Context: an optimization exercise on an open-source flow, tuned for small area, a short achievable clock period and few clock cycles. The choices shown serve that exercise and are no tape-out recipe.
At most, simulation tests tie the RTL to the original design; equivalence was not proved.
Power is estimated from default activity; no workload was simulated.

## v23
// obd_rx
module obd_rx (
    input  wire        clk,
    input  wire        rst,
    input  wire        start,
    input  wire [1:0]  proto,     
    input  wire [7:0]  pid,
    input  wire [7:0]  mode,
    input  wire [7:0]  cap,       
    input  wire [17:0] per,       
    output wire        idle,
    input  wire        e_valid,
    output wire        e_ready,
    input  wire [31:0] e_time,
    input  wire        e_end,     
    output reg         o_valid,
    output reg  [7:0]  o_data,
    output reg         done,
    output reg  [7:0]  status,
    output reg  [7:0]  count,     
    output reg  [6:0]  nbytes,    
    output reg         framing    
);
export LEC_CHECK = 0
export ABC_AREA = 1
export CAP_MARGIN = 20
export CORE_MARGIN = 2
export CORE_UTILIZATION = 70
export CTS_BUF_LIST = sky130_fd_sc_hd__clkbuf_16
export CTS_CLUSTER_DIAMETER = 80
export CTS_CLUSTER_SIZE = 30
export SLEW_MARGIN = 20
create_clock -name core_clock -period 10.0 [get_ports {clk}]
standard.sh (not shown) runs the stock make flow with config.mk's settings and CLKGATE_MAP_FILE= SYNTH_SCRIPT=/design/flow/synth_recipe.tcl, a recipe that flattens the netlist after the stock synthesis.
==> flow/flow/run.sh <==
#!/bin/bash
# Standard layout, with timing repair aiming below the clock period and
# small port buffers (the repair upsizes those that need it).
export SETUP_SLACK_MARGIN=6.5
export BUFFER_PORTS_ARGS="-buffer_cell sky130_fd_sc_hd__buf_1"
bash standard.sh > standard.log 2>&1
v23 finished every step from synthesis to the final layout, and the layout passed the timing, design-rule and antenna checks.
Testbench counts of v23, summed over its fixed seeds: cycles 18,436.
Edits applied to the flow inputs when going from v23 to v5:
diff --git a/flow/design.v b/flow/design.v
--- a/flow/design.v
+++ b/flow/design.v
@@ -41,18 +41,18 @@
     reg [21:0] m9;        
     reg [21:0] h9;        
     reg        dv;
     reg        de;
     reg        sel;       
     reg [22:0] eA;        
     reg [22:0] eB;
-    reg [30:0] th9;       
+    reg [30:0] th9n;      
     reg        act;       
     reg        stop;      
-    reg [30:0] sh9;       
+    reg [30:0] sh9n;      
     reg [9:0]  samp;      
     reg        fresh;     
     reg        ps;        
     reg [2:0]  h;
     reg [3:0]  pn;        
     reg        st0;       
     reg [3:0]  dsx;       
@@ -64,25 +64,56 @@
     reg [1:0]  tag;       
     reg        trunc;     
     reg [3:0]  lhi;       
     reg [6:0]  rem;       
     assign idle    = ~busy;
     assign e_ready = rx;
     wire        take = rx & e_valid;
-    wire [30:0] e_a  = e_time[30:0] - sh9;
-    wire [30:0] e_b  = e_time[30:0] - th9;
+    wire [30:0] e_a  = e_time[30:0] + sh9n + 31'd1;
+    wire [30:0] e_b  = e_time[30:0] + th9n + 31'd1;
     wire        en  = sel ? eB[22] : eA[22];
     wire [21:0] el  = sel ? eB[21:0] : eA[21:0];
     function past;
         input [21:0] x;
         input [21:0] m;
-        reg   [22:0] s;
+        reg   [21:0] g0, p0;
+        reg   [10:0] g1, p1;
+        reg   [5:0] g2, p2;
+        reg   [2:0] g3, p3;
+        reg   [1:0] g4, p4;
+        reg   [0:0] g5, p5;
+        integer      i;
         begin
-            s    = {1'b0, x} + {1'b0, m};
-            past = s[22];
+            g0 = x & m;
+            p0 = x | m;
+            for (i = 0; i < 11; i = i + 1) begin
+                g1[i] = g0[2*i+1] | (p0[2*i+1] & g0[2*i]);
+                p1[i] = p0[2*i+1] & p0[2*i];
+            end
+            for (i = 0; i < 5; i = i + 1) begin
+                g2[i] = g1[2*i+1] | (p1[2*i+1] & g1[2*i]);
+                p2[i] = p1[2*i+1] & p1[2*i];
+            end
+            g2[5] = g1[10];
+            p2[5] = p1[10];
+            for (i = 0; i < 3; i = i + 1) begin
+                g3[i] = g2[2*i+1] | (p2[2*i+1] & g2[2*i]);
+                p3[i] = p2[2*i+1] & p2[2*i];
+            end
+            for (i = 0; i < 1; i = i + 1) begin
+                g4[i] = g3[2*i+1] | (p3[2*i+1] & g3[2*i]);
+                p4[i] = p3[2*i+1] & p3[2*i];
+            end
+            g4[1] = g3[2];
+            p4[1] = p3[2];
+            for (i = 0; i < 1; i = i + 1) begin
+                g5[i] = g4[2*i+1] | (p4[2*i+1] & g4[2*i]);
+                p5[i] = p4[2*i+1] & p4[2*i];
+            end
+            past = g5[0];
         end
     endfunction
     wire [9:0] therm;
     assign therm[9] = ~en;
     assign therm[8] = ~en | past(el, {4'd0, r_per});
     assign therm[7] = ~en | past(el, {3'd0, r_per, 1'b0});
     assign therm[6] = ~en | past(el, {2'd0, m3});
@@ -177,15 +208,15 @@
         o_data  <= cb;       
         status  <= res;      
         m3      <= {2'd0, r_per} + {1'd0, r_per, 1'b0};
         m5      <= {3'd0, r_per} + {1'd0, r_per, 2'b0};
         m7      <= {r_per, 3'b0} - {3'd0, r_per};
         m9      <= {4'd0, r_per} + {1'd0, r_per, 3'b0};
         h9      <= {4'd0, r_per} + {1'd0, r_per, 3'b0} + {5'd0, r_per[17:1]};
-        th9     <= e_time[30:0] + {9'd0, h9};
+        th9n    <= ~(e_time[30:0] + {9'd0, h9});
         st0 <= start & ~busy;
         if (start & ~busy) begin
             r_proto <= proto;
             r_pid   <= pid;
             r_mode  <= mode;
             r_cap   <= (cap > 8'd64) ? 7'd64 : cap[6:0];
             r_per   <= per;
@@ -204,15 +235,15 @@
             count   <= 8'd0;         
             rem     <= 7'd0;
             h       <= 3'd0;
             dsx     <= 4'd15;
             nmin    <= 3'd0;
         end
         if (newc) begin
-            sh9   <= th9;
+            sh9n  <= th9n;
             fresh <= 1'b1;
             act   <= 1'b1;
         end else if (dv & ~stop) begin
             samp  <= (sv & therm) | ({10{~sv[9]}} & ~therm);
             fresh <= 1'b0;
         end
         if (fin) begin
[summary]
v5 against v23: tap cell instance count went down; global routing usage summed across all routing layers climbed 1.1 points. Internal power contribution in v5 is 1.5% lower than in v23. Going from v23 to v5, clock network latency to the later pin of the worst-skew pair now sits at about the same level, wire length per cell rose about 1.3%, vertical extent of the die saw a decrease. Between v23 and v5, shortest clock period the worst path allows after layout increased. Summary of v5 over v23: multi-input logic cell count rose by 1.6%, number of cells traversed by the worst register-to-register path shows a reduction of about 20%. Going from v23 to v5, routability congestion estimate shrinks by about 7%. Looking at worst setup slack, v5 sits 0.091 ns below v23. Between v23 and v5, the flow reports areal power density over the cells increasing by a few percent. Against v23, power in v5 fell slightly. Area: v5 vs v23 -> v5 smaller.
For v5, only the layout was checked, not whether the RTL still works.

* * *

The RTL this note starts from:
==> flow/design.v <==
module obd_rx (
    input  wire        clk,
    input  wire        rst,
    input  wire        start,
    input  wire [1:0]  proto,     
    input  wire [7:0]  pid,
    input  wire [7:0]  mode,
    input  wire [7:0]  cap,       
    input  wire [17:0] per,       
    output wire        idle,
    input  wire        e_valid,
    output wire        e_ready,
    input  wire [31:0] e_time,
    input  wire        e_end,     
    output reg         o_valid,
    output reg  [7:0]  o_data,
    output reg         done,
    output reg  [7:0]  status,
    output reg  [7:0]  count,     
    output reg  [6:0]  nbytes,    
    output reg         framing    
);
    localparam [7:0] ST_OK         = 8'h00;
    localparam [7:0] ST_NACK       = 8'h01;
    localparam [7:0] ST_ERR_TIMING = 8'h10;
    localparam [7:0] ST_ERR_SHORT  = 8'h11;
    localparam [7:0] ST_ERR_SID    = 8'h12;
    localparam [7:0] ST_ERR_PID    = 8'h13;
    localparam [7:0] ST_ERR_TRUNC  = 8'h14;
    localparam [7:0] ST_ERR_PROTO  = 8'h15;
    reg        busy;      
    reg        rx;        
    reg [1:0]  r_proto;
    reg [7:0]  r_pid;
    reg [7:0]  r_mode;
    reg [6:0]  r_cap;     
    reg [17:0] r_per;
    reg [19:0] m3;        
    reg [20:0] m5;        
    reg [20:0] m7;        
    reg [21:0] m9;        
    reg [18:0] p15;       
    reg [21:0] h9;        
    reg        iv;
    reg        ie;
    reg [30:0] it;
    reg        dv;
    reg        de;
    reg        sel;       
    reg [22:0] eA;        
    reg [22:0] eB;
    reg [30:0] th9;       
    reg        act;       
    reg        stop;      
    reg [30:0] sh9;       
    reg [9:0]  samp;      
    reg        fresh;     
    reg        ps;        
    reg [2:0]  h;
    reg [6:0]  pn;        
    reg        st0;       
    reg [3:0]  dsx;       
    reg [2:0]  nmin;      
    reg        nack;
    reg        sid_ok;
    reg        pid_ok;
    reg [7:0]  hb;        
    reg [1:0]  tag;       
    reg        trunc;     
    reg [3:0]  lhi;       
    reg [6:0]  rem;       
    reg [6:0]  cnt;       
    assign idle    = ~busy;
    assign e_ready = rx;
    wire        take = rx & e_valid;
    wire [30:0] e_a  = it - sh9;
    wire [30:0] e_b  = it - th9;
    wire        en  = sel ? eB[22] : eA[22];
    wire [21:0] el  = sel ? eB[21:0] : eA[21:0];
    function past;
        input [21:0] x;
        input [21:0] m;
        reg          c;
        integer      i;
        begin
            c = 1'b0;
            for (i = 0; i < 22; i = i + 1)
                c = (x[i] & m[i]) | (c & (x[i] | m[i]));
            past = c;
        end
    endfunction
    wire [9:0] therm;
    assign therm[9] = ~en;
    assign therm[8] = ~en | past(el, {4'd0, r_per});
    assign therm[7] = ~en | past(el, {3'd0, r_per, 1'b0});
    assign therm[6] = ~en | past(el, {2'd0, m3});
    assign therm[5] = ~en | past(el, {2'd0, r_per, 2'b0});
    assign therm[4] = ~en | past(el, {1'd0, m5});
    assign therm[3] = ~en | past(el, {1'd0, m3, 1'b0});
    assign therm[2] = ~en | past(el, {1'd0, m7});
    assign therm[1] = ~en | past(el, {1'd0, r_per, 3'b0});
    assign therm[0] = ~en | past(el, m9);
    wire        newc     = dv & ~stop & (~act | therm[9]);
    wire        fin_edge = dv & act & ~stop & therm[9];
    wire        fin_end  = de & act & ~stop;
    wire        fin      = fin_edge | fin_end;
    wire        good     = ~fresh & ~samp[0] & samp[9];
    wire [9:0]  sv       = fresh ? 10'd0 : samp;
    wire [6:0]  n1       = nbytes + 7'd1;
    wire        st_e  = fin_end & good;
    wire        st    = ps | st_e;
    wire [7:0]  b     = samp[8:1];
    wire [6:0]  pi    = pn;                             
    wire        is_m3     = (r_mode == 8'd3);
    wire        ok_so_far = (r_proto != 2'd0) & ~nack & sid_ok & (~(r_mode == 8'd1) | pid_ok);
    wire [7:0]  cb    = is_m3 ? b : hb;
    wire        cv_ok = (is_m3 | (pi != 7'd0)) & ok_so_far;
    wire        at_ds = (pi == {3'd0, dsx});
    wire [11:0] llen  = {lhi, cb};
    wire [6:0]  lim_s = ({3'd0, cb[3:0]} < r_cap) ? {3'd0, cb[3:0]} : r_cap;
    wire [6:0]  lim_l = (llen < {5'd0, r_cap}) ? llen[6:0] : r_cap;
    wire        p_short = at_ds & (cb[7:4] == 4'h0);
    wire        p_long  = at_ds & (cb[7:4] == 4'h1);
    wire        p_plain = at_ds & (cb[7:4] != 4'h0) & (cb[7:4] != 4'h1);
    wire        p_len   = ~at_ds & (tag == 2'd3);
    wire        p_emit  = p_plain ? (r_cap != 7'd0)
                        : (~at_ds & (tag == 2'd1 || tag == 2'd2) & (rem != 7'd0));
    wire        at_h    = st & (pi == {4'd0, h});
    wire        at_h1   = st & (pi == {4'd0, h} + 7'd1);
    wire        pv      = st & cv_ok;
    wire        nack_f  = at_h ? (b == 8'h7F) : nack;
    wire        sid_f   = at_h ? (b == r_mode + 8'h40) : sid_ok;
    wire        pid_f   = at_h1 ? (b == r_pid) : pid_ok;
    wire        trunc_f = pv ? (p_long | (trunc & ~p_len)) : trunc;
    wire [6:0]  nf      = st_e ? n1 : nbytes;
    wire [6:0]  cnt_f   = cnt + {6'd0, pv & p_emit};
    always @(posedge clk) begin
        iv      <= take & ~e_end;
        ie      <= take & e_end;
        dv      <= iv;
        de      <= ie;
        ps      <= fin_edge & good;
        o_valid <= pv & p_emit;
        done    <= de;
        if (rst) begin
            busy    <= 1'b0;
            rx      <= 1'b0;
            iv      <= 1'b0;
            ie      <= 1'b0;
            dv      <= 1'b0;
            de      <= 1'b0;
            ps      <= 1'b0;
            o_valid <= 1'b0;
            done    <= 1'b0;
        end else begin
            if (start & ~busy) begin
                busy <= 1'b1;
                rx   <= 1'b1;
            end
            if (take & e_end)
                rx <= 1'b0;
            if (de)
                busy <= 1'b0;
        end
    end
    always @(posedge clk) begin
        eA      <= {e_a[30], e_a[21:0]};
        eB      <= {e_b[30], e_b[21:0]};
        sel     <= newc;
        m3      <= {2'd0, r_per} + {1'd0, r_per, 1'b0};
        m5      <= {3'd0, r_per} + {1'd0, r_per, 2'b0};
        m7      <= {r_per, 3'b0} - {3'd0, r_per};
        m9      <= {4'd0, r_per} + {1'd0, r_per, 3'b0};
        h9      <= {1'd0, r_per, 3'b0} + {3'd0, p15};
        it      <= e_time[30:0];
        if (iv)
            th9 <= it + {9'd0, h9};
        st0 <= start & ~busy;
        if (start & ~busy) begin
            r_proto <= proto;
            r_pid   <= pid;
            r_mode  <= mode;
            r_cap   <= (cap > 8'd64) ? 7'd64 : cap[6:0];
            r_per   <= per;
            p15     <= {1'b0, per} + {2'b0, per[17:1]};
        end
        if (st0) begin
            pn      <= 7'd0;
            nbytes  <= 7'd0;
            framing <= 1'b0;
            act     <= 1'b0;
            stop    <= 1'b0;
            nack    <= 1'b0;
            sid_ok  <= 1'b0;
            pid_ok  <= 1'b0;
            tag     <= 2'd0;
            trunc   <= 1'b0;
            cnt     <= 7'd0;
            rem     <= 7'd0;
            h       <= 3'd0;
            dsx     <= 4'd15;
            nmin    <= 3'd0;
        end
        if (newc) begin
            sh9   <= th9;
            fresh <= 1'b1;
            act   <= 1'b1;
        end else if (dv & ~stop) begin
            samp  <= (sv & therm) | ({10{~sv[9]}} & ~therm);
            fresh <= 1'b0;
        end
        if (fin) begin
            if (~good) begin
                framing <= 1'b1;
                stop    <= 1'b1;
            end else begin
                nbytes <= n1;
                if (n1 == 7'd64)
                    stop <= 1'b1;
            end
        end
        if (st) begin
            pn     <= pn + 7'd1;
            hb     <= b;
            nack   <= nack_f;
            sid_ok <= sid_f;
            pid_ok <= pid_f;
            if (pi == 7'd0) begin
                if (r_proto == 2'd1)
                    h <= 3'd3;
                else
                    h <= 3'd1 + (b[7] ? 3'd2 : 3'd0) + ((b[5:0] == 6'd0) ? 3'd1 : 3'd0);
            end
            if (pi == 7'd1) begin
                dsx  <= {1'b0, h} + (is_m3 ? 4'd1 : ((r_pid != 8'd0) | (r_mode == 8'd1)) ? 4'd3 : 4'd2);
                nmin <= h + 3'd1 + (is_m3 ? 3'd0 : (r_pid == 8'd0) ? 3'd1 : 3'd2);
            end
        end
        if (pv) begin
            if (p_short) begin
                tag <= 2'd2;
                rem <= lim_s;
            end
            if (p_long) begin
                tag <= 2'd3;
                lhi <= cb[3:0];
            end
            if (p_plain) begin
                tag <= 2'd1;
                rem <= r_cap;
            end
            if (p_len) begin
                tag <= 2'd2;
                rem <= lim_l;
            end
            trunc <= trunc_f;
            if (p_emit) begin
                o_data <= cb;
                cnt    <= cnt_f;
                rem    <= (p_plain ? r_cap : rem) - 7'd1;
            end
        end
        if (de) begin
            count <= 8'hFF;
            if (r_proto == 2'd0)
                status <= ST_ERR_PROTO;
            else if (nf < 7'd3)
                status <= ST_ERR_TIMING;
            else if (nf < {4'd0, nmin})
                status <= ST_ERR_SHORT;
            else if (nack_f) begin
                status <= ST_NACK;
                count  <= 8'd0;
            end else if (~sid_f)
                status <= ST_ERR_SID;
            else if (r_mode == 8'd1 && ~pid_f)
                status <= ST_ERR_PID;
            else if (trunc_f)
                status <= ST_ERR_TRUNC;
            else begin
                status <= ST_OK;
                count  <= {1'b0, cnt_f};
            end
        end
    end
endmodule
==> flow/config.mk <==
export PLATFORM = sky130hd
export DESIGN_NAME = obd_rx
export DESIGN_NICKNAME = obd_rx
export VERILOG_FILES = /design/flow/design.v
export SDC_FILE = /design/flow/constraint.sdc
export NUM_CORES = 4
export LEC_CHECK = 0
export ABC_AREA = 1
export CAP_MARGIN = 20
export CORE_MARGIN = 2
export CORE_UTILIZATION = 60
export CTS_BUF_LIST = sky130_fd_sc_hd__clkbuf_8
export SLEW_MARGIN = 20
==> flow/constraint.sdc <==
create_clock -name core_clock -period 10.0 [get_ports {clk}]
set_input_delay 2.0000 -clock core_clock [delete_from_list [all_inputs] [get_ports {clk}]]
set_output_delay 2.0000 -clock core_clock [all_outputs]
set_load 0.01 [all_outputs]
==> flow/flow/run.sh <==
#!/bin/bash
# Standard layout, with timing repair aiming below the clock period and
# small port buffers (the repair upsizes those that need it).
export SETUP_SLACK_MARGIN=6.5
export BUFFER_PORTS_ARGS="-buffer_cell sky130_fd_sc_hd__buf_2"
bash standard.sh > standard.log 2>&1
Edit:
--- a/flow/design.v
+++ b/flow/design.v
@@ -79,15 +79,12 @@
     wire [21:0] el  = sel ? eB[21:0] : eA[21:0];
     function past;
         input [21:0] x;
         input [21:0] m;
-        reg          c;
-        integer      i;
+        reg   [22:0] s;
         begin
-            c = 1'b0;
-            for (i = 0; i < 22; i = i + 1)
-                c = (x[i] & m[i]) | (c & (x[i] | m[i]));
-            past = c;
+            s    = {1'b0, x} + {1'b0, m};
+            past = s[22];
         end
     endfunction
     wire [9:0] therm;
     assign therm[9] = ~en;
After rerunning:
- The changed run went through all stages and came out clean
- critical path depth shrinks by 4
- total power grows by 4.4%
- register-to-register slack loses 30 ps
- cell count grows by 5.3%
- via count grows by 10%
- synthesized area grows by 10%
- global-route usage grows by 3.4 points
- synthesized cell count grows by 8.0%
- design area grows by 5.8%
No run of this note included a check of the RTL's function; only the layout flow was run.

## static timing again, ports no longer ideal
In the flow no input, the clock included, has a driving cell. The finished layouts below were timed again as built, in two steps.
Step 1 assumes that a clkbuf_16 drives the clock port and a buf_2 every other input.
Step 2 moves the port delays by t, midway between the first and last clock arrival at a register: inputs arrive t later, outputs are due t later. That takes back most of the time a late clock gives input paths.
Three values: no drivers, after step 1, after step 2; two values: the first two.
run	t, ns	setup slack, ns	worst hold slack (ns)	worst setup path at the end	pins driven straight from the clock port
v23	0.601	6.443 / 6.480 / 5.878	0.440 / 0.440 / 0.440	input to register	1
v5	0.593	6.353 / 6.353 / 5.895	0.433 / 0.433 / 0.433	input to register	1
the first run of note 2	0.683	5.899 / 5.888 / 5.204	0.347 / 0.347 / 0.347	input to register	1
the second run of note 2	0.701	6.626 / 6.626 / 6.015	0.342 / 0.342 / 0.342	input to register	1
After both steps every run listed still meets setup and hold. For the first run of note 2, which loses most, drivers alone change the setup slack by -0.011 ns; drivers and shift together by -0.695 ns.
